What follows belongs to an exercise in optimizing a design on an open flow for small area, a short achievable clock period and few clock cycles per item; a production flow would make more cautious choices.
The RTL was checked by simulation tests, not by an equivalence proof against the original design.
Power figures rest on the tool's default switching activity, not on a simulated workload.

[flow/flow/run.sh]
#!/bin/bash
# The standard layout (the standard.sh, standard synthesis unchanged), with
# ORFS's repair_timing asked to leave SETUP_SLACK_MARGIN ns of setup slack at
# the design's clock, so that the paths it achieves are optimised below it,
# and plain buffers (resizable) as the port buffers.
set -uo pipefail
MARGIN=14
if ! bash standard.sh synth > synth.log 2>&1; then tail -40 synth.log; exit 1; fi
if ! bash standard.sh SETUP_SLACK_MARGIN=$MARGIN "BUFFER_PORTS_ARGS=-buffer_cell sky130_fd_sc_hd__buf_4" finish > layout.log 2>&1; then tail -40 layout.log; exit 1; fi
[flow/constraint.sdc]
create_clock -name core_clock -period 25.0 [get_ports {clk}]
set_input_delay 5.0000 -clock core_clock [delete_from_list [all_inputs] [get_ports {clk}]]
set_output_delay 5.0000 -clock core_clock [all_outputs]
set_load 0.01 [all_outputs]
[flow/config.mk]
export PLATFORM = sky130hd
export DESIGN_NAME = pwm_engine
export DESIGN_NICKNAME = pwm_engine
export VERILOG_FILES = /design/flow/design.v
export SDC_FILE = /design/flow/constraint.sdc
export NUM_CORES = 4
export LEC_CHECK = 0
export CAP_MARGIN = 20
export CORE_MARGIN = 2
export CORE_UTILIZATION = 40
export SLEW_MARGIN = 20
[flow/design.v]
module pwm_engine (
    input             clk,
    input             rst,         
    input             bus_valid,
    input             bus_write,
    input      [3:0]  bus_addr,    
    input      [1:0]  bus_size,    
    input      [31:0] bus_wdata,
    output            bus_ready,
    output     [31:0] bus_rdata,
    output            bus_err,
    output            ev_valid,
    output     [3:0]  ev_kind,
    output     [7:0]  ev_tmr,
    output     [2:0]  ev_ch,
    output     [31:0] ev_data,
    input             ev_ready
);
    localparam N_DESC  = 20;
    localparam [3:0] C_OK    = 4'd0;
    localparam [3:0] C_SKIP  = 4'd1;
    localparam [3:0] C_INV   = 4'd2;
    localparam [3:0] C_OOR   = 4'd3;
    localparam [3:0] C_CAP   = 4'd4;
    localparam [3:0] C_DBZ   = 4'd5;
    localparam [3:0] C_ILL   = 4'd6;
    localparam [3:0] OP_CONFIG  = 4'h1;
    localparam [3:0] OP_INIT    = 4'h2;
    localparam [3:0] OP_DEINIT  = 4'h3;
    localparam [3:0] OP_START   = 4'h4;
    localparam [3:0] OP_STOP    = 4'h5;
    localparam [3:0] OP_SETPER  = 4'h6;
    localparam [3:0] OP_SETDUTY = 4'h7;
    localparam [3:0] OP_SETFREQ = 4'h8;
    localparam [3:0] OP_RDDESC  = 4'h9;
    localparam [3:0] OP_RDENG   = 4'hA;
    localparam [3:0] E_HOOK_INIT   = 4'd1;
    localparam [3:0] E_HOOK_DEINIT = 4'd2;
    localparam [3:0] E_PWM_START   = 4'd3;
    localparam [3:0] E_PWM_STOP    = 4'd4;
    localparam [3:0] E_WR_RELOAD   = 4'd5;
    localparam [3:0] E_WR_COMPARE  = 4'd6;
    localparam [3:0] E_CS_ENTER    = 4'd7;
    localparam [3:0] E_CS_EXIT     = 4'd8;
    localparam [3:0] E_BARRIER     = 4'd9;
    localparam [2:0] PH_END    = 3'd0;
    localparam [2:0] PH_CSE    = 3'd1;
    localparam [2:0] PH_RLD    = 3'd2;
    localparam [2:0] PH_SCAN   = 3'd3;
    localparam [2:0] PH_BAR    = 3'd4;
    localparam [2:0] PH_PSTART = 3'd5;
    localparam [2:0] PH_RDSH   = 3'd6;    
    reg [2:0]  d_ch   [0:N_DESC-1];
    reg [1:0]  d_tmr  [0:N_DESC-1];
    reg [31:0] d_cs   [0:N_DESC-1];
    reg [31:0] d_per  [0:N_DESC-1];
    reg [9:0]  d_duty [0:N_DESC-1];
    reg [N_DESC-1:0] d_cfg;
    reg [N_DESC-1:0] d_act;
    reg [4:0]  reg_slot [0:15];
    reg [4:0]  reg_cnt;
    reg [1:0]  slot_t [0:15];
    reg [15:0] slot_a;
    reg [22:0] sh_q [0:3];       
    reg [9:0]  sh_r [0:3];       
    reg [3:0]  sh_v;             
    reg [31:0] operand_r;
    reg [31:0] command_r;
    reg [31:0] rdata_r;
    reg [3:0]  code_r;
    reg [3:0]  lastop_r;
    reg        busy;
    reg        rej;         
    reg        first;       
    reg [2:0]  ph;
    reg [1:0]  cur_t;       
    reg [2:0]  cur_ch;
    reg [9:0]  cur_duty;
    reg        cur_cfg;
    reg        cur_act;
    reg        is_start;
    reg        pbad_r;      
    reg        fq_run;      
    reg        rel_go;      
    reg        qr_go;       
    reg        qr_go2;      
    reg [22:0] qxm_r;       
    reg        qr_ok;       
    reg [31:0] rel_r;
    reg [1:0]  rv_sel;      
    reg [9:0]  cu_d;
    reg [22:0] cu_q;
    reg [9:0]  cu_r;
    reg        ev_valid_r;
    reg [3:0]  ev_kind_r;
    reg [1:0]  ev_tmr_r;
    reg [2:0]  ev_ch_r;
    reg [31:0] ev_t1;
    reg [9:0]  ev_t2;
    reg [6:0]  ev_k;
    reg        s1_v;
    reg [2:0]  s1_ch;
    reg [15:0] mask_r;
    reg [19:0] q_r;         
    reg        qbig_r;      
    reg        qzero_r;     
    reg [3:0]  fq_cnt;      
    reg [19:0] fq_rem;      
    reg [19:0] fq_sh;       
    integer n;
    wire acc_bad = (bus_size != 2'd2) || (bus_addr[1:0] != 2'd0);
    wire acc_cmd = bus_write && !acc_bad && (bus_addr[3:2] == 2'd1);
    wire acc_ok = bus_size[1] && !bus_size[0] && !bus_addr[1] && !bus_addr[0];
    wire rs_op  = acc_ok && !bus_addr[3] && !bus_addr[2];
    wire rs_cmd = acc_ok && !bus_addr[3] &&  bus_addr[2];
    wire rs_st  = acc_ok &&  bus_addr[3] && !bus_addr[2];
    wire rs_rd  = acc_ok &&  bus_addr[3] &&  bus_addr[2];
    assign bus_rdata = ({32{rs_op}}  & operand_r) |
                       ({32{rs_cmd}} & command_r) |
                       ({32{rs_st}}  & {19'd0, reg_cnt, lastop_r, code_r}) |
                       ({32{rs_rd}}  & rdata_r);
    assign bus_err   = !busy && acc_bad;
    wire [3:0] w_op = bus_wdata[31:28];
    wire [4:0] w_i  = bus_wdata[20:16];
    wire       w_idx_ok = (bus_wdata[23:16] < N_DESC);
    wire [1:0] w_dt = d_tmr[w_i];
    wire [1:0] w_t  = (w_op == OP_RDENG) ? operand_r[1:0] : w_dt;
    wire [3:0]  c_op   = command_r[31:28];
    wire [7:0]  c_desc = command_r[23:16];
    wire [7:0]  c_tmrf = command_r[15:8];
    wire [2:0]  c_chf  = command_r[2:0];
    wire [31:0] c_v    = operand_r;
    wire c_illegal = (command_r[27:24] != 4'd0) || (command_r[7:3] != 5'd0) ||
                     (c_op == 4'h0) || (c_op >= 4'hB) ||
                     ((c_op != OP_CONFIG) && ((c_tmrf != 8'd0) || (c_chf != 3'd0))) ||
                     ((c_op == OP_RDENG) && (c_desc != 8'd0));
    wire       c_idx_ok = (c_desc < N_DESC);
    wire [4:0] c_i      = c_desc[4:0];
    reg [15:0] slot_is_c;           
    always @* begin
        for (n = 0; n < 16; n = n + 1)
            slot_is_c[n] = (n < reg_cnt) && (reg_slot[n] == c_i);
    end
    wire       c_cfg    = cur_cfg;
    wire       c_act    = cur_act;
    wire [1:0] c_t      = cur_t;
    wire [2:0] c_ch     = cur_ch;
    wire [9:0] c_duty   = cur_duty;
    wire       c_reg    = (slot_is_c != 16'd0);
    wire rdeng_ok = (c_v == 32'd0) || ((c_v >= 32'h100) && (c_v <= 32'h10F)) ||
                    ((c_v >= 32'h200) && (c_v <= 32'h203));
    reg [3:0] c_code;
    always @* begin
        c_code = C_OK;
        if (c_illegal)
            c_code = C_ILL;
        else case (c_op)
            OP_CONFIG:
                if (!c_idx_ok || (c_tmrf >= 8'd4) || (c_chf < 3'd1) || (c_chf > 3'd5) || c_act)
                    c_code = C_INV;
            OP_INIT:
                if (!c_cfg) c_code = C_INV;
                else if (!c_reg && (reg_cnt == 5'd16)) c_code = C_CAP;
            OP_DEINIT, OP_STOP, OP_SETPER:
                if (!c_cfg) c_code = C_INV;
            OP_START:
                if (!c_cfg) c_code = C_INV;
                else if (c_act) c_code = C_SKIP;
            OP_SETDUTY:
                if (!c_cfg) c_code = C_INV;
                else if (pbad_r) c_code = C_OOR;
                else if (cu_d == c_duty) c_code = C_SKIP;
            OP_SETFREQ:
                if (!c_cfg) c_code = C_INV;
                else if (qzero_r) c_code = C_DBZ;
            OP_RDDESC:
                if (!c_idx_ok || (c_v > 32'd4)) c_code = C_INV;
            OP_RDENG:
                if (!rdeng_ok) c_code = C_INV;
            default: c_code = C_ILL;
        endcase
    end
    wire c_ok = (c_code == C_OK);
    wire c_fq0 = (c_op == OP_SETFREQ) && qbig_r;      
    wire c_single = (c_op == OP_INIT) || (c_op == OP_DEINIT) || (c_op == OP_STOP);
    wire c_reload = (c_op == OP_START) || (c_op == OP_SETPER) || (c_op == OP_SETFREQ);
    wire fe_valid = c_ok && (c_single || c_reload);
    wire fe_own   = c_single || (c_op == OP_START);   
    reg [3:0] fe_kind;
    always @* begin
        case (c_op)
            OP_INIT:   fe_kind = E_HOOK_INIT;
            OP_DEINIT: fe_kind = E_HOOK_DEINIT;
            OP_STOP:   fe_kind = E_PWM_STOP;
            OP_START:  fe_kind = E_WR_COMPARE;
            default:   fe_kind = E_CS_ENTER;
        endcase
    end
    wire c_rdsh = c_ok && (((c_op == OP_RDDESC) && (c_v[2:0] == 3'd4) && c_cfg) ||
                           ((c_op == OP_RDENG) && (c_v[9:8] == 2'd2)));
    wire c_quick = !c_ok || (c_op == OP_CONFIG) ||
                   (((c_op == OP_RDDESC) || (c_op == OP_RDENG)) && !c_rdsh);
    assign ev_valid = first ? fe_valid : ev_valid_r;
    assign ev_kind  = first ? fe_kind : ev_kind_r;
    assign ev_tmr   = {6'd0, first ? (fe_own ? c_t : 2'd0) : ev_tmr_r};
    assign ev_ch    = first ? (fe_own ? c_ch : 3'd0) : ev_ch_r;
    wire out_free = !ev_valid_r || ev_ready;
    wire dn_end   = (ph == PH_END) && !qr_go && !qr_go2;
    wire dn_now   = first ? c_quick : ((dn_end && !ev_valid_r) || (ph == PH_RDSH));
    wire dn_ev    = first ? (fe_valid && c_single) : dn_end;
    wire done_now = dn_now || (dn_ev && ev_ready);
    wire rdy_reg  = rej || (busy && dn_now);       
    wire rdy_ev   = busy && dn_ev;
    assign bus_ready = rdy_reg || (rdy_ev && ev_ready) ||
                       (!busy && !(bus_write && !bus_addr[3] && bus_addr[2]));
    wire        f_sign = c_v[31];
    wire [7:0]  f_exp  = c_v[30:23];
    wire [23:0] f_mant = {(f_exp != 8'd0), c_v[22:0]};
    wire [27:0] f_m10  = {f_mant, 3'b000} + {3'b000, f_mant, 1'b0};
    wire [7:0]  f_s    = 8'd133 - f_exp;                  
    wire [11:0] f_t    = f_m10[27:16] >> f_s[3:0];        
    wire [10:0] f_y    = ({1'b0, f_t} + 13'd1) >> 1;      
    wire        f_zero = (f_exp <= 8'd121);               
    wire [10:0] f_yy   = f_zero ? 11'd0 : f_y;
    wire        f_bad  = (f_exp == 8'hFF) || (f_exp > 8'd133) || (f_yy > 11'd1000) ||
                         (f_sign && (f_yy != 11'd0));
    wire [9:0]  f_perm = f_yy[9:0];
    wire [5:0]  m10_s = c_v[7:4] + c_v[11:8] + c_v[15:12] + c_v[19:16];
    wire [8:0]  m10_t = {5'd0, c_v[3:0]} + {m10_s, 2'b00} + {2'd0, m10_s, 1'b0};
    wire [19:0] m10_q = m10_t * 11'd205;                  
    wire [3:0]  m10_r = m10_t[3:0] - {m10_q[13:11], 1'b0} - {m10_q[11], 3'b000};
    wire [19:0] fq_w  = c_v[19:0] - {16'd0, m10_r};
    wire [22:0] cu_qi = qr_go2 ? qr_q : cu_q;
    wire [31:0] cu_t1 = cu_d * cu_qi;
    wire [19:0] cu_dr = cu_d * cu_r;
    wire [33:0] cu_drm = cu_dr[19:3] * 17'd67109;      
    wire [9:0]  cu_t2 = cu_drm[32:23];
    wire [6:0]  cu_k  = (cu_d == 10'd0) ? 7'd0 : (cu_d == 10'd1000) ? 7'd100 : 7'd1;
    wire [31:0] ev_sum = ev_t1 + {22'd0, ev_t2} + {25'd0, ev_k};
    assign ev_data = ev_sum;
    reg [15:0] mask_c;
    always @* begin
        for (n = 0; n < 16; n = n + 1)
            mask_c[n] = (n < reg_cnt) && slot_a[n] && (slot_t[n] == c_t);
    end
    wire [15:0] mask_src = first ? mask_c : mask_r;
    reg  [3:0]  pick_k;
    always @* begin
        pick_k = 4'd0;
        for (n = 15; n >= 0; n = n - 1)
            if (mask_src[n]) pick_k = n;
    end
    wire [4:0]  pick_j   = reg_slot[pick_k];
    wire [15:0] mask_nxt = mask_src & ~(16'd1 << pick_k);
    wire [4:0]  dc_idx  = busy ? pick_j : w_i;
    wire [9:0]  dc_duty = d_duty[dc_idx];
    wire [2:0]  dc_ch   = d_ch[dc_idx];
    reg  [31:0] rm_v;
    always @* begin
        case (rv_sel)
            2'd0: rm_v = c_v;
            2'd1: rm_v = 32'd100;
            2'd2: rm_v = {15'd0, fq_sh[16:0]};
            default: rm_v = 32'd0;
        endcase
    end
    wire [31:0] rm_s  = d_cs[c_i];
    reg [31:0] rb_pp [0:15];
    reg [31:0] rb_neg;
    reg [2:0]  rb_tri;
    reg [32:0] rb_m;
    always @* begin
        rb_neg = 32'd0;
        for (n = 0; n < 16; n = n + 1) begin
            rb_tri = {rm_v[2*n+1], rm_v[2*n], (n == 0) ? 1'b0 : rm_v[2*n-1]};
            case (rb_tri)
                3'b001, 3'b010: rb_m = {1'b0, rm_s};
                3'b011:         rb_m = {rm_s, 1'b0};
                3'b100:         rb_m = ~{rm_s, 1'b0};
                3'b101, 3'b110: rb_m = ~{1'b0, rm_s};
                default:        rb_m = 33'd0;
            endcase
            rb_pp[n] = rb_m[31:0] << (2 * n);
            rb_neg[2 * n] = rb_tri[2] && !(rb_tri[1] && rb_tri[0]);
        end
    end
    wire [31:0] rel_c = rb_pp[0] + rb_pp[1] + rb_pp[2] + rb_pp[3] + rb_pp[4] + rb_pp[5] +
                        rb_pp[6] + rb_pp[7] + rb_pp[8] + rb_pp[9] + rb_pp[10] + rb_pp[11] +
                        rb_pp[12] + rb_pp[13] + rb_pp[14] + rb_pp[15] + rb_neg + 32'd2;
    wire [28:0] qx   = rel_r[31:3];
    wire [12:0] qs1  = qx[6:0] + 3 * qx[13:7] + 9 * qx[20:14] + 27 * qx[27:21] + (qx[28] ? 13'd81 : 13'd0);
    wire [7:0]  qs2  = qs1[6:0] + 3 * qs1[12:7];
    wire [6:0]  qm   = (qs2 >= 8'd125) ? qs2 - 8'd125 : qs2[6:0];
    wire [22:0] qxm  = qx[22:0] - {16'd0, qm};
    wire [22:0] qr_q = qxm_r * 23'h6978d5;
    wire [19:0] fq_v10 = c_v[19:0] - 20'd10;
    reg [4:0] fq_len;
    always @* begin
        fq_len = 5'd4;
        for (n = 4; n < 20; n = n + 1)
            if (fq_v10[n]) fq_len = n + 1;
    end
    reg [19:0] fq_rem0;
    reg [19:0] fq_sh0;
    reg [3:0]  fq_cnt0;
    always @* begin
        case (fq_len)
            5'd1: begin fq_rem0 = 20'd0; fq_sh0 = 20'd1000000; fq_cnt0 = 4'd9; end
            5'd2: begin fq_rem0 = 20'd0; fq_sh0 = 20'd1000000; fq_cnt0 = 4'd9; end
            5'd3: begin fq_rem0 = 20'd3; fq_sh0 = 20'd854272; fq_cnt0 = 4'd8; end
            5'd4: begin fq_rem0 = 20'd3; fq_sh0 = 20'd854272; fq_cnt0 = 4'd8; end
            5'd5: begin fq_rem0 = 20'd15; fq_sh0 = 20'd271360; fq_cnt0 = 4'd7; end
            5'd6: begin fq_rem0 = 20'd15; fq_sh0 = 20'd271360; fq_cnt0 = 4'd7; end
            5'd7: begin fq_rem0 = 20'd61; fq_sh0 = 20'd36864; fq_cnt0 = 4'd6; end
            5'd8: begin fq_rem0 = 20'd61; fq_sh0 = 20'd36864; fq_cnt0 = 4'd6; end
            5'd9: begin fq_rem0 = 20'd244; fq_sh0 = 20'd147456; fq_cnt0 = 4'd5; end
            5'd10: begin fq_rem0 = 20'd244; fq_sh0 = 20'd147456; fq_cnt0 = 4'd5; end
            5'd11: begin fq_rem0 = 20'd976; fq_sh0 = 20'd589824; fq_cnt0 = 4'd4; end
            5'd12: begin fq_rem0 = 20'd976; fq_sh0 = 20'd589824; fq_cnt0 = 4'd4; end
            5'd13: begin fq_rem0 = 20'd3906; fq_sh0 = 20'd262144; fq_cnt0 = 4'd3; end
            5'd14: begin fq_rem0 = 20'd3906; fq_sh0 = 20'd262144; fq_cnt0 = 4'd3; end
            5'd15: begin fq_rem0 = 20'd15625; fq_sh0 = 20'd0; fq_cnt0 = 4'd2; end
            5'd16: begin fq_rem0 = 20'd15625; fq_sh0 = 20'd0; fq_cnt0 = 4'd2; end
            5'd17: begin fq_rem0 = 20'd62500; fq_sh0 = 20'd0; fq_cnt0 = 4'd1; end
            5'd18: begin fq_rem0 = 20'd62500; fq_sh0 = 20'd0; fq_cnt0 = 4'd1; end
            5'd19: begin fq_rem0 = 20'd250000; fq_sh0 = 20'd0; fq_cnt0 = 4'd0; end
            5'd20: begin fq_rem0 = 20'd250000; fq_sh0 = 20'd0; fq_cnt0 = 4'd0; end
            default: begin fq_rem0 = 20'd0; fq_sh0 = 20'd0; fq_cnt0 = 4'd0; end
        endcase
    end
    reg [19:0] fq_rem_n;
    reg [19:0] fq_sh_n;
    reg [20:0] fq_t;
    reg [20:0] fq_d;
    reg        fq_ge;
    always @* begin
        fq_rem_n = fq_rem;
        fq_sh_n  = fq_sh;
        for (n = 0; n < 2; n = n + 1) begin
            fq_t  = {fq_rem_n, fq_sh_n[19]};
            fq_d  = fq_t - {1'b0, q_r};
            fq_ge = !fq_d[20];
            fq_sh_n  = {fq_sh_n[18:0], fq_ge};
            fq_rem_n = fq_ge ? fq_d[19:0] : fq_t[19:0];
        end
    end
    wire c_clear = ((c_op == OP_CONFIG) && !c_cfg) || (c_op == OP_INIT) ||
                   (c_op == OP_DEINIT) || (c_op == OP_START);
    wire per_we   = busy && ((first && c_ok && (c_clear || (c_op == OP_SETPER) || c_fq0)) || rel_go);
    wire [31:0] per_wd = rel_go ? rm_v : (c_op == OP_SETPER) ? c_v : 32'd0;
    wire duty_we  = busy && first && c_ok && (c_clear || (c_op == OP_SETDUTY));
    wire [9:0] duty_wd = (c_op == OP_SETDUTY) ? cu_d : 10'd0;
    reg [31:0] rd_val;
    always @* begin
        rd_val = 32'd0;
        if (c_op == OP_RDDESC) begin
            if (c_cfg) case (c_v[2:0])
                3'd0: rd_val = {16'd0, 6'd0, c_t, 5'd0, c_ch, 5'd0, c_reg, 1'b1, c_act};
                3'd1: rd_val = {22'd0, c_duty};
                3'd2: rd_val = d_per[c_i];
                3'd3: rd_val = rm_s;
                default: rd_val = 32'd0;
            endcase
        end else begin
            if (c_v[9:8] == 2'd0)
                rd_val = {27'd0, reg_cnt};
            else
                rd_val = ({1'b0, c_v[3:0]} < reg_cnt) ? {27'd0, reg_slot[c_v[3:0]]} : 32'hFFFF_FFFF;
        end
    end
    always @(posedge clk) begin
        if (rst) begin
            d_cfg      <= {N_DESC{1'b0}};
            d_act      <= {N_DESC{1'b0}};
            reg_cnt    <= 5'd0;
            sh_v       <= 4'd0;
            operand_r  <= 32'd0;
            command_r  <= 32'd0;
            rdata_r    <= 32'd0;
            code_r     <= 4'd0;
            lastop_r   <= 4'd0;
            busy       <= 1'b0;
            rej        <= 1'b0;
            first      <= 1'b0;
            ph         <= PH_END;
            fq_run     <= 1'b0;
            rel_go     <= 1'b0;
            qr_go      <= 1'b0;
            qr_go2     <= 1'b0;
            qr_ok      <= 1'b0;
            s1_v       <= 1'b0;
            ev_valid_r <= 1'b0;
        end else begin
            first  <= 1'b0;
            rel_go <= 1'b0;
            rej    <= !busy && !rej && bus_valid && bus_write && (bus_addr[3:2] == 2'd1) && acc_bad;
            qr_go  <= 1'b0;
            qr_go2 <= qr_go;
            if (!busy) begin
                if (bus_valid && bus_write && !acc_bad && (bus_addr[3:2] == 2'd0))
                    operand_r <= bus_wdata;
                if (bus_valid && acc_cmd) begin
                    command_r <= bus_wdata;
                    busy      <= 1'b1;
                    first     <= 1'b1;
                    ev_t1     <= 32'd0;
                    ev_t2     <= 10'd0;
                    ev_k      <= 7'd0;
                    pbad_r    <= f_bad;
                    cu_d      <= (w_op == OP_SETDUTY) ? f_perm : 10'd1000;
                    cu_q      <= sh_v[w_t] ? sh_q[w_t] : 23'd0;
                    cu_r      <= sh_v[w_t] ? sh_r[w_t] : 10'd0;
                    rv_sel    <= (w_op == OP_START) ? 2'd1 :
                                 ((w_op == OP_SETFREQ) && (operand_r >= 32'd1000010)) ? 2'd3 : 2'd0;
                    cur_t     <= w_dt;
                    cur_ch    <= dc_ch;
                    cur_duty  <= dc_duty;
                    cur_cfg   <= w_idx_ok && d_cfg[w_i];
                    cur_act   <= w_idx_ok && d_act[w_i];
                    q_r       <= fq_w;
                    fq_rem    <= fq_rem0;
                    fq_sh     <= fq_sh0;
                    fq_cnt    <= fq_cnt0;
                    qbig_r    <= (operand_r >= 32'd1000010);
                    qzero_r   <= (operand_r < 32'd10);
                end
            end
            if (busy && first) begin
                is_start <= (c_op == OP_START);
                fq_run   <= c_ok && (c_op == OP_SETFREQ) && !qbig_r;
                if (c_ok && c_fq0) begin
                    sh_q[c_t]   <= 23'd0;
                    sh_r[c_t]   <= 10'd2;
                    sh_v[c_t]   <= 1'b1;
                    cu_q        <= 23'd0;
                    cu_r        <= 10'd2;
                    qr_ok       <= 1'b1;
                end
                qr_go    <= c_ok && ((c_op == OP_START) || (c_op == OP_SETPER));
                if (!(c_ok && c_fq0))
                    qr_ok <= 1'b0;
                rel_r    <= rel_c;
                ph       <= PH_END;
                if (c_ok) case (c_op)
                OP_CONFIG: begin
                    d_ch[c_i]  <= c_chf;
                    d_tmr[c_i] <= c_tmrf[1:0];
                    d_cs[c_i]  <= c_v;
                    d_cfg[c_i] <= 1'b1;
                    for (n = 0; n < 16; n = n + 1)
                        if (slot_is_c[n]) slot_t[n] <= c_tmrf[1:0];
                end
                OP_INIT: begin
                    d_act[c_i]  <= 1'b0;
                    for (n = 0; n < 16; n = n + 1)
                        if (slot_is_c[n]) slot_a[n] <= 1'b0;
                    if (!c_reg) begin
                        reg_slot[reg_cnt[3:0]] <= c_i;
                        slot_t[reg_cnt[3:0]]   <= c_t;
                        slot_a[reg_cnt[3:0]]   <= 1'b0;
                        reg_cnt <= reg_cnt + 5'd1;
                    end
                end
                OP_DEINIT, OP_STOP: begin
                    d_act[c_i]  <= 1'b0;
                    for (n = 0; n < 16; n = n + 1)
                        if (slot_is_c[n]) slot_a[n] <= 1'b0;
                end
                default: ;
                endcase
                if (c_ok && c_reload) begin
                    s1_v   <= (mask_c != 16'd0);
                    cu_d   <= dc_duty;
                    s1_ch  <= dc_ch;
                    mask_r <= mask_nxt;
                end else
                    s1_v   <= 1'b0;
                ev_valid_r <= 1'b0;
                if (c_ok && c_single && !ev_ready) begin
                    ev_valid_r <= 1'b1;
                    ev_kind_r  <= fe_kind;
                    ev_tmr_r   <= c_t;
                    ev_ch_r    <= c_ch;
                end
                if (c_ok && c_reload) begin
                    if (!ev_ready) begin
                        ev_valid_r <= 1'b1;
                        ev_kind_r  <= fe_kind;
                        ev_tmr_r   <= fe_own ? c_t : 2'd0;
                        ev_ch_r    <= fe_own ? c_ch : 3'd0;
                        ph         <= (c_op == OP_START) ? PH_CSE : PH_RLD;
                    end else if (c_op == OP_START) begin
                        ev_valid_r <= 1'b1;
                        ev_kind_r  <= E_CS_ENTER;
                        ev_tmr_r   <= 2'd0;
                        ev_ch_r    <= 3'd0;
                        ph         <= PH_RLD;
                    end else if ((c_op == OP_SETPER) || c_fq0) begin
                        ev_valid_r <= 1'b1;
                        ev_kind_r  <= E_WR_RELOAD;
                        ev_tmr_r   <= c_t;
                        ev_ch_r    <= 3'd0;
                        ev_t1      <= rel_c;
                        ph         <= PH_SCAN;
                    end else
                        ph         <= PH_RLD;
                end
                if (c_ok && (c_op == OP_SETDUTY)) begin
                    ev_valid_r <= 1'b1;
                    ev_kind_r  <= E_WR_COMPARE;
                    ev_tmr_r   <= c_t;
                    ev_ch_r    <= c_ch;
                    ev_t1      <= cu_t1;
                    ev_t2      <= cu_t2;
                    ev_k       <= cu_k;
                    ph         <= PH_BAR;
                end
                if (c_rdsh) begin
                    ev_t1 <= cu_t1;
                    ev_t2 <= cu_t2;
                    ev_k  <= 7'd0;
                    ph    <= PH_RDSH;
                end
            end
            if (busy && !first) begin
                if (out_free) begin
                    ev_valid_r <= 1'b0;
                    case (ph)
                    PH_CSE: begin
                        ev_valid_r <= 1'b1;
                        ev_kind_r  <= E_CS_ENTER;
                        ev_tmr_r   <= 2'd0;
                        ev_ch_r    <= 3'd0;
                        ev_t1      <= 32'd0;
                        ev_t2      <= 10'd0;
                        ev_k       <= 7'd0;
                        ph         <= PH_RLD;
                    end
                    PH_RLD: begin
                        if (!fq_run && !rel_go) begin
                            ev_valid_r <= 1'b1;
                            ev_kind_r  <= E_WR_RELOAD;
                            ev_tmr_r   <= cur_t;
                            ev_ch_r    <= 3'd0;
                            ev_t1      <= rel_r;
                            ev_t2      <= 10'd0;
                            ev_k       <= 7'd0;
                            ph         <= PH_SCAN;
                        end
                    end
                    PH_SCAN: begin
                        if (s1_v) begin
                            if (qr_ok || qr_go2) begin
                                ev_valid_r <= 1'b1;
                                ev_kind_r  <= E_WR_COMPARE;
                                ev_tmr_r   <= cur_t;
                                ev_ch_r    <= s1_ch;
                                ev_t1      <= cu_t1;
                                ev_t2      <= cu_t2;
                                ev_k       <= cu_k;
                                s1_v       <= (mask_r != 16'd0);
                                cu_d       <= dc_duty;
                                s1_ch      <= dc_ch;
                                mask_r     <= mask_nxt;
                            end
                        end else begin
                            ev_valid_r <= 1'b1;
                            ev_kind_r  <= E_CS_EXIT;
                            ev_tmr_r   <= 2'd0;
                            ev_ch_r    <= 3'd0;
                            ev_t1      <= 32'd0;
                            ev_t2      <= 10'd0;
                            ev_k       <= 7'd0;
                            ph         <= PH_BAR;
                        end
                    end
                    PH_BAR: begin
                        ev_valid_r <= 1'b1;
                        ev_kind_r  <= E_BARRIER;
                        ev_tmr_r   <= 2'd0;
                        ev_ch_r    <= 3'd0;
                        ev_t1      <= 32'd0;
                        ev_t2      <= 10'd0;
                        ev_k       <= 7'd0;
                        ph         <= is_start ? PH_PSTART : PH_END;
                    end
                    PH_PSTART: begin
                        ev_valid_r <= 1'b1;
                        ev_kind_r  <= E_PWM_START;
                        ev_tmr_r   <= cur_t;
                        ev_ch_r    <= cur_ch;
                        ev_t1      <= 32'd0;
                        ev_t2      <= 10'd0;
                        ev_k       <= 7'd0;
                        ph         <= PH_END;
                    end
                    default: ;
                    endcase
                end
            end
            if (busy && (first || fq_run)) begin
                fq_rem <= fq_rem_n;
                fq_sh  <= fq_sh_n;
                fq_cnt <= fq_cnt - 4'd1;
                if (fq_cnt == 4'd0) begin
                    fq_run <= 1'b0;
                    if (!first || (c_ok && (c_op == OP_SETFREQ) && !qbig_r)) begin
                        rel_go <= 1'b1;
                        rv_sel <= 2'd2;
                    end
                end
            end
            if (busy && rel_go) begin
                rel_r <= rel_c;
                qr_go <= 1'b1;
            end
            if (qr_go) begin
                qxm_r       <= qxm;
                cu_r        <= {qm, rel_r[2:0]};
                sh_r[cur_t] <= {qm, rel_r[2:0]};
            end
            if (qr_go2) begin
                sh_q[cur_t] <= qr_q;
                sh_v[cur_t] <= 1'b1;
                cu_q        <= qr_q;
                qr_ok       <= 1'b1;
            end
            if (per_we)
                d_per[c_i] <= per_wd;
            if (duty_we)
                d_duty[c_i] <= duty_wd;
            if (busy && done_now) begin
                busy     <= 1'b0;
                lastop_r <= c_op;
                if (first) begin
                    code_r <= c_code;
                    if (c_ok && ((c_op == OP_RDDESC) || (c_op == OP_RDENG)))
                        rdata_r <= rd_val;
                end else begin
                    code_r <= C_OK;
                    if (ph == PH_RDSH)
                        rdata_r <= ev_sum;
                end
                if (!first && is_start) begin
                    d_act[c_i] <= 1'b1;
                    for (n = 0; n < 16; n = n + 1)
                        if (slot_is_c[n]) slot_a[n] <= 1'b1;
                end
            end
        end
    end
endmodule
[flow/standard.sh]
#!/bin/bash
# synth_recipe.tcl (not shown) runs the flow's synth.tcl, then flattens the netlist and writes it again
# the make line also repeats each setting of config.mk as NAME=value (left out here)
make -C /OpenROAD-flow-scripts/flow DESIGN_CONFIG=/design/flow/config.mk WORK_HOME=/design/flow/orfs CLKGATE_MAP_FILE= SYNTH_SCRIPT=/design/flow/synth_recipe.tcl "${@:-finish}"
==> results of run 1 <==
cell type report:
cell class | instances | area (um2) | share of cell area
Sequential cell | 2276 | 66700 | 0.421
Tap cell | 4578 | 5730 | 0.0362
Clock inverter | 133 | 1190 | 0.00750
Inverter | 962 | 3620 | 0.0229
Antenna cell | 24 | 60.1 | 0.000380
Clock buffer | 321 | 6680 | 0.0422
Multi-Input combinational cell | 7282 | 69200 | 0.437
Timing Repair Buffer | 585 | 5070 | 0.0321
worst reg2reg max path, delay by kind of cell, from the launching register on:
kind	cells	cell delay [ns]
AOI/OAI and AO/OA	11	2.08
xor gates and xnor gates	1	0.09
adders and majority gates	14	6.17
buffers and inverters	9	0.67
DFF	1	0.43
and+or+nand+nor	6	1.03
power by group:
group | switching (mW) | internal, mW | leakage, nW
clock network | 1.55 | 2.05 | 3.86
registers | 0.0202 | 4.16 | 19.9
logic | 6.16 | 4.77 | 33.6
repair_timing:
item,in CTS,in global routing
setup endpoints to repair,57,61
gates resized for setup,140,174
hold buffers,0,0
cloned,10,4
setup buffers,61,91
pin swaps,19,90
sequential cells by signal, indices dropped and copies added (netlist names), 23 cells and up, named ones only:
name	flops
sh_q	92
rdata_r	32
command_r	32
d_cs	640
d_per	640
d_duty	200
cu_q	23
qxm_r	23
rel_r	32
ev_t1	32
d_tmr	40
sh_r	40
slot_t	32
reg_slot	80
operand_r	32
d_ch	60
metrics by stage:
step	hold slack, ns	cell area, um2	power (mW)	worst slack (ns)
finish	0.413	158000	18.7	13.72
global route	0.431	158000	20.7	13.63
CTS	0.414	156000	18.1	13.74
detailed placement	0.405	147000	14.2	12.87
global placement	0.402	147000	14.2	12.94
floorplan	0.390	140000	11.5	13.98
worst max path at each step:
stage / startpoint / endpoint / slack [ns] / depth (start not counted)
after global placement: bus_addr[2] / bus_rdata[30] / 12.94 / 6
after detailed placement: qxm_r[2] / ev_t1[30] / 12.87 / 43
final: ev_ready / bus_ready / 13.72 / 10
after floorplan: bus_size[0] / bus_err / 13.98 / 4
after global routing: ev_ready / bus_ready / 13.63 / 10
after CTS: ev_ready / bus_ready / 13.74 / 10
routing by layer:
metal | wire length [um] | vias up
met3 | 41100 | 1310
met2 | 219000 | 4860
met5 | 111 | -
li1 | - | 41100
met1 | 181000 | 49400
met4 | 35700 | 20
synthesized netlist by cell type, types with 67 or more instances:
library cell  count
o21ai_0         343
buf_1            78
xor2_1          263
nor3_1          179
xnor2_1         416
clkbuf_1        493
nor2b_1         106
dfxtp_1         174
mux4_2          494
nand3_1         126
fa_1            643
a31oi_1          67
inv_1           956
edfxtp_1       2102
nor2_1          682
and2_1          193
a221oi_1        124
ha_1            716
o22ai_1          76
nand2_1         821
a21o_1          135
nand2b_1         83
a21oi_1         556
mux2i_1         280
logic make-up after synthesis:
| logic type | after synthesis | share of synthesized area |
|---|---|---|
| AND/OR/NAND/NOR | 2493 | 0.0834 |
| flip-flops | 2276 | 0.477 |
| AO/OA/AOI/OAI | 1918 | 0.0902 |
| buffers and inverters | 1642 | 0.0462 |
| adder cells (fa/ha/maj) | 1359 | 0.156 |
| multiplexers | 825 | 0.104 |
| XOR/XNOR | 679 | 0.0426 |
| other | 1 | 0.0000269 |
==> flow_metrics.env, run 1 <==
export IMPL_power_density_mw_per_mm2=118
export IMPL_drtIter0Drc=11200
export IMPL_rr_startpoint="qxm_r[10]"
export IMPL_tightest_slew_ns=1.30
export IMPL_start_kind="primary input"
export IMPL_cts_tree="done"
export IMPL_syn_avg_cell_area_um2=12.5
export IMPL_cts_buffers=244
export IMPL_vias=96700
export IMPL_clock_path_buffers=4
export IMPL_rrSetupSlack_ns=14.26
export IMPL_place_congestion=1.03
export IMPL_whs_path_depth=1
export IMPL_critical_path_top_delay_family="buffers and inverters"
export IMPL_met3_usage=0.0514
export IMPL_outcome="no timing/DRC/antenna violations"
export IMPL_start_util=0.403
export IMPL_seq_area_frac_synth=0.477
export IMPL_synth_area_leader_cell="edfxtp_1"
export IMPL_gr_max_usage_layer="met2"
export IMPL_syn_inst=11200
export IMPL_fin_crit_ns=11.28
export IMPL_final_nets=12800
export IMPL_setup_viol=0
export IMPL_routedWlPerCell_um=29.5
export IMPL_r2r_end="ev_t1[31]"
export IMPL_dpl_hpwl_um=320000
export IMPL_ys_flop_type="edfxtp_1"
export IMPL_coreArea_mm2=0.347
export IMPL_layout_common_cells="2102 x edfxtp_1, 953 x inv_1, 818 x nand2_1"
export IMPL_drc_errors=0
export IMPL_worstPathCellList="buf_12 > nor2b_4 > a31oi_1 > o221ai_1 > nand2_1 > o31ai_2 > buf_4 > mux2i_1 > nand2b_1 > buf_6"
export IMPL_endpoint_kind="output port"
export IMPL_peakVddDrop_mv=0.899
export IMPL_wirelength_um=477000
export IMPL_cts_num_sinks=2276
export IMPL_grtUsageTotal=0.265
export IMPL_globalRouteOverflowTotal=0
export IMPL_fill_cells=30900
export IMPL_dp_cells=15500
export IMPL_worstSkewPairLatency_ns=0.97
export IMPL_grt_pass1_vias=97400
export IMPL_die_area_mm2=0.354
export IMPL_grt_pass1_wl_um=685000
export IMPL_fin_setup_tns_ns=0
export IMPL_worstSetupPathType="primary input to output port"
export IMPL_die_w_um=595
export IMPL_slowest_delay_ns=0.18
export IMPL_post_route_period_util=0.451
export IMPL_cp_buffers_inverters=3
export IMPL_p_leak_nw=57.4
export IMPL_clock_skew_ns=0.0931
export IMPL_yosysUniqueCellTypes=106
export IMPL_portBuffers=118
export IMPL_hold_path_end="rej"
export IMPL_instances_no_fill=16200
export IMPL_synth_top_cell_area_share=0.452
export IMPL_max_freq_ghz=0.0887
export IMPL_synth_area_top_cells="edfxtp_1 45%, fa_1 9.2%, mux4_2 8.0%"
export IMPL_syn_to_final_growth_pct=13.3
export IMPL_rsz0062_at_grt="true"
export IMPL_syn_area_mm2=0.140
export IMPL_critical_path_slowest_cell="buf_4"
export IMPL_maxCapViolCount=0
export IMPL_rows=216
export IMPL_grt_max_degree=131
export IMPL_drt_pass1_iterations=8
export IMPL_die_h_um=595
export IMPL_ys_warn_count=2
export IMPL_required_ns=20.00
export IMPL_ys_ff_latch=2276
export IMPL_grt_antenna_before_repair=51
export IMPL_slew_limit_headroom=0.135
export IMPL_drive_above_1_share=0.169
export IMPL_use_met1=0.334
export IMPL_hp_start="rej"
export IMPL_pin_count=125
export IMPL_synth_edf_count=2102
export IMPL_final_common_cell="edfxtp_1"
export IMPL_clkTransAtPathRegs_ns=0.06
export IMPL_crit_arrival_ns=6.28
export IMPL_final_core_util=0.456
export IMPL_ff2ff_path_depth=41
export IMPL_cp_max_fo=5
export IMPL_vias_per_cell=5.98
export IMPL_drtAntennaViolNets=0
export IMPL_cts_root_buf="clkbuf_16"
export IMPL_maxSlewViolCount=0
export IMPL_synthArstFlopShare=0
export IMPL_htreeDepth=4
export IMPL_hold_violations=0
export IMPL_met2_usage=0.417
export IMPL_hold_path_class="register to register"
Testbench counts, summed over its fixed seeds: cycles 24,050, commands 3,712.
==> run 2: changes to the inputs <==
--- a/flow/config.mk
+++ b/flow/config.mk
@@ -9,3 +9,5 @@
 export CORE_MARGIN = 2
 export CORE_UTILIZATION = 40
+export CTS_CLUSTER_DIAMETER = 60
+export CTS_CLUSTER_SIZE = 30
 export SLEW_MARGIN = 20
==> flow_metrics.env, run 2 <==
export IMPL_wirelength_um=475000
export IMPL_htreeDepth=4
export IMPL_drive_above_1_share=0.168
export IMPL_whs_path_depth=1
export IMPL_setup_viol=0
export IMPL_synth_area_leader_cell="edfxtp_1"
export IMPL_r2r_end="ev_t1[31]"
export IMPL_die_h_um=595
export IMPL_tightest_slew_ns=1.30
export IMPL_syn_avg_cell_area_um2=12.5
export IMPL_drc_errors=0
export IMPL_hp_start="rej"
export IMPL_hold_path_class="register to register"
export IMPL_final_core_util=0.452
export IMPL_cts_tree="done"
export IMPL_cts_root_buf="clkbuf_16"
export IMPL_ys_flop_type="edfxtp_1"
export IMPL_yosysUniqueCellTypes=106
export IMPL_syn_to_final_growth_pct=12.2
export IMPL_clock_skew_ns=0.0525
export IMPL_worstSkewPairLatency_ns=0.91
export IMPL_yosysMostFrequentCell="edfxtp_1"
export IMPL_synth_commonest_cells="2102 x edfxtp_1, 956 x inv_1, 821 x nand2_1, 716 x ha_1, 682 x nor2_1"
export IMPL_synth_area_top_cells="edfxtp_1 45%, fa_1 9.2%, mux4_2 8.0%"
export IMPL_clkTransAtPathRegs_ns=0.06
export IMPL_cts_buffers=179
export IMPL_seq_area_frac_synth=0.477
export IMPL_die_area_mm2=0.354
export IMPL_postCtsHoldBufs=0
export IMPL_reg_top3="d_cs (640), d_per (640), d_duty (200)"
export IMPL_slew_limit_headroom=0.133
export IMPL_fin_crit_ns=11.27
export IMPL_start_util=0.403
export IMPL_ys_warn_count=2
export IMPL_max_freq_ghz=0.0888
export IMPL_dpl_hpwl_um=320000
export IMPL_endpoint_kind="output port"
export IMPL_vias_per_cell=5.99
export IMPL_cp_max_fo=5
export IMPL_slowest_delay_ns=0.18
export IMPL_die_w_um=595
export IMPL_outcome="no timing/DRC/antenna violations"
export IMPL_crit_arrival_ns=6.27
export IMPL_maxCapViolCount=0
export IMPL_final_common_cell="edfxtp_1"
export IMPL_post_route_period_util=0.451
export IMPL_fin_setup_tns_ns=0
export IMPL_worstSetupPathType="primary input to output port"
export IMPL_start_kind="primary input"
export IMPL_grt_pass1_wl_um=682000
export IMPL_drtIter0Drc=11100
export IMPL_final_nets=12700
export IMPL_worstPathCellList="buf_12 > nor2b_4 > a31oi_1 > o221ai_1 > nand2_1 > o31ai_2 > buf_4 > mux2i_1 > nand2b_1 > buf_6"
export IMPL_power_density_mw_per_mm2=117
export IMPL_cts_num_sinks=2276
export IMPL_coreArea_mm2=0.347
export IMPL_syn_inst=11200
export IMPL_drtAntennaViolNets=0
export IMPL_synth_edf_count=2102
export IMPL_p_leak_nw=56.6
export IMPL_routedWlPerCell_um=29.6
export IMPL_ff2ff_path_depth=39
export IMPL_grtUsageTotal=0.264
export IMPL_globalRouteOverflowTotal=0
export IMPL_place_congestion=1.03
export IMPL_layout_common_cells="2102 x edfxtp_1, 950 x inv_1, 814 x nand2_1"
export IMPL_rsz0062_at_grt="true"
export IMPL_syn_area_mm2=0.140
export IMPL_pin_count=125
export IMPL_synth_top_cell_area_share=0.452
export IMPL_peakVddDrop_mv=0.896
export IMPL_rrSetupSlack_ns=14.25
export IMPL_critical_path_slowest_cell="buf_4"
export IMPL_grt_antenna_before_repair=51
export IMPL_grt_max_degree=131
export IMPL_required_ns=20.00
export IMPL_rr_startpoint="qxm_r[4]"
export IMPL_grt_pass1_vias=96400
export IMPL_ys_ff_latch=2276
export IMPL_drt_pass1_iterations=7
export IMPL_maxSlewViolCount=0
export IMPL_hold_violations=0
export IMPL_clock_path_buffers=4
export IMPL_portBuffers=118
export IMPL_vias=96200
export IMPL_rows=216
export IMPL_synthArstFlopShare=0
export IMPL_hold_path_end="rej"
==> run 2: final cells by class <==
class | count | area [um2]
fillers | 31000 | 190000
multi-input cells | 7282 | 69200
flip-flops and latches | 2276 | 66700
well taps | 4578 | 5730
repair buffers | 589 | 5120
clock buffers | 191 | 4560
inverters | 962 | 3620
clock inverters | 142 | 1700
diodes | 31 | 77.6
==> run 2: stage by stage <==
stage          instance area, um2  worst slack (ns)  std cells  hold WS (ns)  power (mW)
4_1_cts                    155000             13.74      15900         0.414        17.5
3_5_place_dp               147000             12.87      15500         0.405        14.2
3_3_place_gp               147000             12.94      15500         0.402        14.2
5_1_grt                    157000             13.63      16000         0.431        20.3
2_1_floorplan              140000             13.98      11200         0.390        11.5
6_report                   157000             13.73      16100         0.413        18.3
==> run 2: worst max-delay path, delay by kind of cell <==
family	cells	cell delay [ns]
AOI/OAI and AO/OA	3	0.37
buffers and inverters	3	0.42
muxes	1	0.17
and+or+nand+nor	3	0.31
==> run 2: kinds of logic after synthesis <==
| logic type | after synthesis | synth area share |
|---|---|---|
| and+or+nand+nor | 2493 | 0.0834 |
| DFF | 2276 | 0.477 |
| AOI/OAI and AO/OA | 1918 | 0.0902 |
| buffers and inverters | 1642 | 0.0462 |
| adders and majority gates | 1359 | 0.156 |
| muxes | 825 | 0.104 |
| xor gates and xnor gates | 679 | 0.0426 |
| other | 1 | 0.0000269 |
==> run 2: report_power, final <==
| group | total [mW] | internal (mW) | switching [mW] |
|---|---|---|---|
| clock | 3.07 | 1.48 | 1.59 |
| combinational | 11.0 | 4.87 | 6.14 |
| sequential | 4.17 | 4.15 | 0.0199 |
==> run 2: routing by layer <==
layer  vias to the layer above  GRT usage  wire (um)
li1                      41000          -          -
met1                     49100      0.332     180000
met2                      4771      0.414     217000
met3                      1280     0.0527      41500
met4                        26      0.174      36700
met5                         -          0        152
==> run 2: repair_timing <==
item	in CTS	in global routing
endpoints found under the setup margin	57	62
buffers inserted	67	88
cloned	11	4
gates resized for setup	143	183
pin swaps	17	105
==> run 2: worst max-delay path by stage <==
stage                      from  slack (ns)             to  depth (start not counted)
detailed placement     qxm_r[2]       12.87      ev_t1[30]                         43
CTS                    ev_ready       13.74      bus_ready                         10
global route           ev_ready       13.63      bus_ready                         10
global placement    bus_addr[2]       12.94  bus_rdata[30]                          6
finish                 ev_ready       13.73      bus_ready                         10
floorplan           bus_size[0]       13.98        bus_err                          4
==> run 3: changes to the inputs <==
--- a/flow/config.mk
+++ b/flow/config.mk
@@ -9,5 +9,5 @@
 export CORE_MARGIN = 2
 export CORE_UTILIZATION = 40
-export CTS_CLUSTER_DIAMETER = 60
-export CTS_CLUSTER_SIZE = 30
+export CTS_CLUSTER_DIAMETER = 150
+export CTS_CLUSTER_SIZE = 22
 export SLEW_MARGIN = 20
==> flow_metrics.env, run 3 <==
export IMPL_outcome="no timing/DRC/antenna violations"
export IMPL_cts_buffers=120
export IMPL_reg_top3="d_cs (640), d_per (640), d_duty (200)"
export IMPL_synth_commonest_cells="2102 x edfxtp_1, 956 x inv_1, 821 x nand2_1, 716 x ha_1, 682 x nor2_1"
export IMPL_grt_max_degree=131
export IMPL_synthArstFlopShare=0
export IMPL_dpl_hpwl_um=320000
export IMPL_wl_met2_um=217000
export IMPL_rows=216
export IMPL_seq_area_frac_synth=0.477
export IMPL_setup_viol=0
export IMPL_cts_root_buf="clkbuf_16"
export IMPL_hold_violations=0
export IMPL_synth_area_leader_cell="edfxtp_1"
export IMPL_die_h_um=595
export IMPL_drt_met1_wl_um=181000
export IMPL_worstPathCellList="buf_12 > nor2b_4 > a31oi_1 > o221ai_1 > nand2_1 > o31ai_2 > buf_4 > mux2i_1 > nand2b_1 > buf_6"
export IMPL_hold_path_end="rej"
export IMPL_syn_area_mm2=0.140
export IMPL_start_kind="primary input"
export IMPL_hold_path_class="register to register"
export IMPL_max_freq_ghz=0.0888
export IMPL_multi_input_area_mm2=0.0691
export IMPL_htreeDepth=3
export IMPL_endpoint_kind="output port"
export IMPL_startpoint="ev_ready"
export IMPL_die_area_mm2=0.354
export IMPL_drtAntennaViolNets=0
export IMPL_maxSlewViolCount=0
export IMPL_r2r_end="ev_t1[30]"
export IMPL_place_congestion=1.03
export IMPL_post_place_ws_ns=12.87
export IMPL_vias_per_cell=6.01
export IMPL_grt_pass1_vias=95800
export IMPL_drc_errors=0
export IMPL_rr_startpoint="qxm_r[8]"
export IMPL_fin_setup_tns_ns=0
export IMPL_fin_ws_ns=13.73
export IMPL_routed_wl_met3_um=40200
export IMPL_top_layer="met5"
export IMPL_instances_no_fill=15900
export IMPL_fin_crit_ns=11.27
export IMPL_fill_cells=31300
export IMPL_p_leak_nw=55.2
export IMPL_syn_inst=11200
export IMPL_wirelength_um=474000
export IMPL_slowest_delay_ns=0.18
export IMPL_final_common_cell="edfxtp_1"
export IMPL_globalRouteOverflowTotal=0
export IMPL_yosysMostFrequentCell="edfxtp_1"
export IMPL_dp_cells=15500
export IMPL_start_util=0.403
export IMPL_routedWlPerCell_um=29.8
export IMPL_maxCapViolCount=0
export IMPL_syn_avg_cell_area_um2=12.5
export IMPL_ff2ff_path_depth=36
export IMPL_layout_common_cells="2102 x edfxtp_1, 954 x inv_1, 814 x nand2_1"
export IMPL_syn_to_final_growth_pct=10.0
export IMPL_hp_start="rej"
export IMPL_drt_pass1_iterations=6
export IMPL_peakVddDrop_mv=0.900
export IMPL_synth_edf_count=2102
export IMPL_coreArea_mm2=0.347
export IMPL_worstSkewPairLatency_ns=0.94
export IMPL_postCtsHoldBufs=0
export IMPL_pin_count=125
export IMPL_rsz0062_at_grt="true"
export IMPL_critical_path_slowest_cell="buf_4"
export IMPL_grtUsageTotal=0.263
export IMPL_post_route_period_util=0.451
export IMPL_rrSetupSlack_ns=14.21
export IMPL_clock_path_buffers=4
export IMPL_die_w_um=595
export IMPL_drive_above_1_share=0.152
export IMPL_cp_max_fo=5
export IMPL_cts_tree="done"
export IMPL_portBuffers=118
export IMPL_ys_ff_latch=2276
export IMPL_seq_area_mm2=0.0667
export IMPL_cts_num_sinks=2276
export IMPL_tightest_slew_ns=1.31
export IMPL_final_nets=12600
export IMPL_slew_limit_headroom=0.127
export IMPL_clkTransAtPathRegs_ns=0.10
export IMPL_ys_flop_type="edfxtp_1"
export IMPL_ys_warn_count=2
export IMPL_crit_arrival_ns=6.27
export IMPL_worstSetupPathType="primary input to output port"
export IMPL_drtIter0Drc=11100
export IMPL_yosysUniqueCellTypes=106
export IMPL_grt_antenna_before_repair=43
export IMPL_power_density_mw_per_mm2=112
export IMPL_grt_pass1_wl_um=680000
export IMPL_clock_skew_ns=0.0531
export IMPL_vias=95700
export IMPL_required_ns=20.00
export IMPL_whs_path_depth=1
export IMPL_synth_area_top_cells="edfxtp_1 45%, fa_1 9.2%, mux4_2 8.0%"
export IMPL_synth_top_cell_area_share=0.452
## run 3: cell count changes in the layout (fill, tap and decap cells not counted), sizes merged, moves of 5 or more
| cell | change |
|---|---|
| inv | -70 |
| bufinv | -5 |
| clkbuf | +10 |
| clkinv | -51 |
| buf | -5 |
| clkinvlp | -9 |
| diode | -7 |
## run 3: repair_timing
item / in CTS / in global routing
gates resized for setup: 149 / 154
setup buffers: 68 / 84
pin swaps: 21 / 87
setup endpoints to repair: 58 / 62
cloned: 11 / 4
## run 3: layout make-up
class / instances / share of cell area
antenna: 24 / 0.000391
clock buffer: 202 / 0.0218
clock inverter: 7 / 0.000741
inverter: 962 / 0.0235
multi-input combinational: 7283 / 0.450
sequential: 2276 / 0.434
tap: 4578 / 0.0373
timing repair buffer: 583 / 0.0327
## run 3: per-stage QoR
step	cell area [um2]	hold WS (ns)	util	total power, mW
2_1_floorplan	140000	0.390	-	11.5
3_3_place_gp	147000	0.402	0.424	14.2
3_5_place_dp	147000	0.405	0.424	14.2
4_1_cts	152000	0.420	0.438	16.7
5_1_grt	154000	0.437	0.443	19.1
6_report	154000	0.421	0.443	17.1
## run 3: report_power, final
group	internal [mW]	switching [mW]	leakage (nW)
Clock	0.925	1.27	1.65
Combinational	4.68	6.09	33.6
Sequential	4.15	0.0200	19.9
Total	9.76	7.38	55.2
## run 3: cells by family after synthesis
| family | after synthesis | synth area share |
|---|---|---|
| flops | 2276 | 0.477 |
| fa+ha+maj | 1359 | 0.156 |
| simple gates | 2493 | 0.0834 |
| mux | 825 | 0.104 |
| buf+inv | 1642 | 0.0462 |
| xor+xnor | 679 | 0.0426 |
| other cells | 1 | 0.0000269 |
| compound gates | 1918 | 0.0902 |
## run 3: critical path: cells and delay by family
family | cells | cell delay [ns]
buffers and inverters | 3 | 0.42
muxes | 1 | 0.17
and+or+nand+nor | 3 | 0.31
AOI/OAI and AO/OA | 3 | 0.37
## run 3: worst max-delay path by stage
stage / end / slack (ns) / depth (start not counted)
floorplan: bus_err / 13.98 / 4
global placement: bus_rdata[30] / 12.94 / 6
detailed placement: ev_t1[30] / 12.87 / 43
CTS: bus_ready / 13.74 / 10
global route: bus_ready / 13.63 / 10
finish: bus_ready / 13.73 / 10
## run 3: per-layer routing
layer,track usage,vias up
met3,0.0500,1224
met2,0.414,4667
met5,0,-
met1,0.332,49100
met4,0.173,20
li1,-,40700

-- afterwards: timing with drivers on the ports --
The flow's constraints put no driver on any port. The routed layouts listed below were extracted and timed again, unchanged, in two steps.
Step 1: set_driving_cell puts a clkbuf_16 on clk and a buf_2 on each other input, an assumption about the parent block.
Step 2, shift: input delay + t, output delay - t, t = (earliest + latest rising clock arrival at the registers) / 2. This alone moves slack from input paths to output paths.
Three values: ideal, step 1, step 2; two values: the first two.
| run | t, ns | slack for setup (ns) | hold slack, ns | worst slew at a driven data input, ns |
|---|---|---|---|---|
| run 1 | 1.024 | 13.722 / 13.341 / 13.341 | 0.413 / 0.413 / 0.413 | 0.54 |
| run 2 | 0.980 | 13.735 / 13.298 / 13.298 | 0.413 / 0.413 / 0.413 | 0.56 |
| run 3 | 1.023 | 13.735 / 13.234 / 13.234 | 0.421 / 0.421 / 0.421 | 0.62 |
After both steps setup and hold are still met in every run listed. The setup slack of run 3, which loses most, moves by -0.501 ns with the drivers and by -0.501 ns with both steps.
